Context: an optimization exercise on an open-source flow, tuned for small area, a short achievable clock period and few clock cycles per item. The choices shown serve that exercise and are no tape-out recipe. Function was checked by simulation only, so behaviour that the tests miss may differ from the original.

Setup of the previous run:
// gsm7_alpha
module gsm7_alpha (
    input  wire        clk,
    input  wire        rst,           
    input  wire        cmd_valid,
    output wire        cmd_ready,
    input  wire [2:0]  cmd_op,
    input  wire [15:0] cmd_len,
    input  wire        in_valid,
    output wire        in_ready,
    input  wire [31:0] in_data,
    output reg         out_valid,
    input  wire        out_ready,
    output wire [20:0] out_data,
    output reg         res_valid,
    input  wire        res_ready,
    output wire [7:0]  res_err,
    output wire [15:0] res_count
);
Size in the first run: about 71 flip-flops, ~110 I/O pins.
clock: 8.0 ns
lec_check: 0
abc_area: 1
cap_margin: 20
core_margin: 2
core_utilization: 40
cts_buf_list: sky130_fd_sc_hd__clkbuf_8
cts_cluster_size: 40
setup_slack_margin: 5
slew_margin: 20
standard.sh (not shown) runs the stock make flow with config.mk's settings and CLKGATE_MAP_FILE= SYNTH_SCRIPT=/design/flow/synth_recipe.tcl, a recipe that flattens the netlist after the stock synthesis.
==> flow/flow/run.sh <==
#!/bin/bash
# The standard layout (standard.sh), with plain buf_1 cells as the port buffers
# instead of the default choice (repair_timing resizes them where timing needs it).
set -euo pipefail
bash standard.sh BUFFER_PORTS_ARGS="-buffer_cell sky130_fd_sc_hd__buf_1" finish > standard.log 2>&1
Testbench counts of the previous run, summed over its fixed seeds: cycles 38,358, items 35,725.
Inputs modified between the previous run and the current run:
--- a/flow/design.v
+++ b/flow/design.v
@@ -15,16 +15,17 @@
     input  wire        res_ready,
     output wire [7:0]  res_err,
     output wire [15:0] res_count
 );
     reg         idle;         
     reg         inr;          
     reg         is_dec, is_val;
     reg  [1:0]  pol;
+    reg         imm, ie1;
     reg  [10:0] rem;          
     reg         st;           
     reg         flt;          
     reg         r_v, s_v;
     reg  [10:0] r_e, s_e;
     reg  [13:0] od;
     reg  [4:0]  err;          
     reg  [11:0] cnt;
@@ -826,39 +827,41 @@
     wire f13  = r_bad;
     wire f14  = is_dec && !esc && b[7];
     wire fna  = is_enc && !alpha && (pol[0] == pol[1]);      
     wire flt_now = go && !flt && (f13 || f14 || fna);
     wire [4:0] f_code = {f13 || f14, 1'b0, f14 && !f13, f13 || (fna && pol[0]), f13 || (fna && !pol[0])};
     wire emit = !flt && (is_dec ? (esc || (b != 8'h1B && !b[7])) : (!is_val && (alpha || pol != 2'd2)));
     wire keep = !flt && !r_bad && (is_dec ? (esc && !xd) : (!is_val && xe && !half));
     wire cons = go && !keep;
-    wire drained = (rem == 11'd0) && !r_v && !s_v;
-    wire tail    = !idle && is_dec && !is_val && esc && !flt && drained;
+    wire drained = ((rem == 11'd0) || imm) && !r_v && !s_v;
+    wire tail    = !idle && is_dec && esc && !flt && drained;
     wire tail_go = tail && can_out;
     wire fin     = !idle && drained && !tail && !res_valid && can_out;
     wire r_v_n = cons ? (s_v || acc) : (r_v || acc);
+    wire r_ld  = !r_v || cons;
     wire s_v_n = cons ? (s_v && acc) : (s_v || (r_v && acc));
     wire rem1  = (rem == 11'd1);
     wire c_op  = (cmd_op[2:1] == 2'b11);
     wire c_len = (cmd_len > 16'd1024);
     wire c_imm = c_op || c_len;
     always @(posedge clk) begin
-        if (!r_v || cons)
-            r_e <= s_v ? s_e : in_e;
+        r_e <= ({11{r_ld && !s_v}} & in_e) | ({11{r_ld && s_v}} & s_e) | ({11{!r_ld}} & r_e);
         if (!s_v || cons)
             s_e <= in_e;
         if (go || tail_go)
             od <= tail ? 14'h00A0 : t_d;
         if (idle) begin
-            is_dec <= (cmd_op == 3'd5) || c_imm;
-            is_val <= (cmd_op == 3'd4) || c_imm;
-            pol    <= c_imm ? {1'b0, !c_op} : cmd_op[1:0];
-            rem    <= c_imm ? 11'd0 : cmd_len[10:0];
-            st     <= (cmd_op == 3'd4) && (cmd_len != 16'd0) && !c_len;
+            is_dec <= (cmd_op == 3'd5);
+            is_val <= (cmd_op == 3'd4);
+            pol    <= cmd_op[1:0];
+            imm    <= c_imm;
+            ie1    <= !c_op;
+            rem    <= cmd_len[10:0];
+            st     <= (cmd_op == 3'd4) && (cmd_len != 16'd0);
             flt    <= 1'b0;
         end else begin
             rem <= rem - {10'd0, acc};
             if (go && !flt) begin
                 if (is_dec)      st <= !esc && (b == 8'h1B);
                 else if (is_val) st <= alla && alpha;
                 else             st <= xe && !half;
             end
@@ -881,24 +884,24 @@
             res_valid <= fin || (res_valid && !res_ready);
             if (idle)
                 idle <= !cmd_valid;
             else if (fin)
                 idle <= 1'b1;
             if (idle)
                 inr <= cmd_valid && !c_imm && (cmd_len != 16'd0);
             else
-                inr <= (rem != 11'd0) && !(rem1 && acc) && !(r_v_n && s_v_n);
+                inr <= !imm && (rem != 11'd0) && !(rem1 && acc) && !(r_v_n && s_v_n);
             if (res_valid && res_ready)
                 err <= 5'd0;
-            else if (fin && is_dec && is_val)
-                err <= {3'b100, pol[0], 1'b0};
+            else if (fin && imm)
+                err <= {3'b100, ie1, 1'b0};
             else if (flt_now)
                 err <= f_code;
             if (res_valid && res_ready)
                 cnt <= 12'd0;
             else if (fin && (flt || is_val))
-                cnt <= {11'd0, is_val && !is_dec && alla && !flt};
+                cnt <= {11'd0, is_val && !imm && alla && !flt};
             else
                 cnt <= cnt + {11'd0, out_valid && out_ready};
         end
     end
 endmodule
- The previous run completed; timing, DRC and antenna clean
- The current run: flow completed, timing, DRC and antenna clean
- Diff the current run and the previous run: global-route wire length before repair higher in the previous run
- Relative to the previous run, the count of cell instances traversed by the critical path measured on the current run has increased by more than 10%.
- Compared to the previous run, the current run has layout overhead on the synthesized area 3.2 points lower.
- Between the current run and the previous run, non-filler instance count after layout is lower for the current run, the previous run comes in above that.
- Compared the previous run against the current run; area of the die within noise.
- Between the current run and the previous run, the clock-pin slew reported for the worst setup and hold paths after clock tree synthesis figures differ only marginally.
- Diff the previous run -> the current run | count of plain and timing-repair buffers in the layout | decrease of 8
- Between the previous run and the current run, the flow reports average instance area after synthesis increasing slightly.
- Between the current run and the previous run, the difference in die boundary width is negligible.
- Final hold slack: the current run vs the previous run, no meaningful difference
- Taking the previous run as the reference, in the current run die boundary height closely matched the old numbers; global-route usage lower.
- The previous run -> the current run: number of vias per cell after detailed routing increased by a few percent
Testbench counts of the current run, summed over its fixed seeds: cycles 38,358, items 35,725.

[what the ideal ports hide]
The results above use ideal ports. As a check the final layouts listed here were re-extracted and re-timed, cells and wires unchanged. Step 1 (the two cells are an assumption about what drives the block):
set clk [get_ports {clk}]
set_driving_cell -lib_cell sky130_fd_sc_hd__clkbuf_16 $clk
set_driving_cell -lib_cell sky130_fd_sc_hd__buf_2 [delete_from_list [all_inputs] $clk]
Step 2, shift: input delay + t, output delay - t, t = (earliest + latest rising clock arrival at the registers) / 2. This alone moves slack from input paths to output paths. Three values: ideal ports, drivers, drivers and shift; two values: the first two.
run	t (ns)	setup WS [ns]	worst register clock-pin slew, ns
the previous run	0.388	5.144 / 5.144 / 4.786	0.09 / 0.09
the current run	0.401	5.116 / 5.116 / 4.754	0.08 / 0.08
After both steps setup and hold are still met in every run listed. For the current run, which loses most, drivers alone change the setup slack by 0.000 ns; drivers and shift together by -0.362 ns.
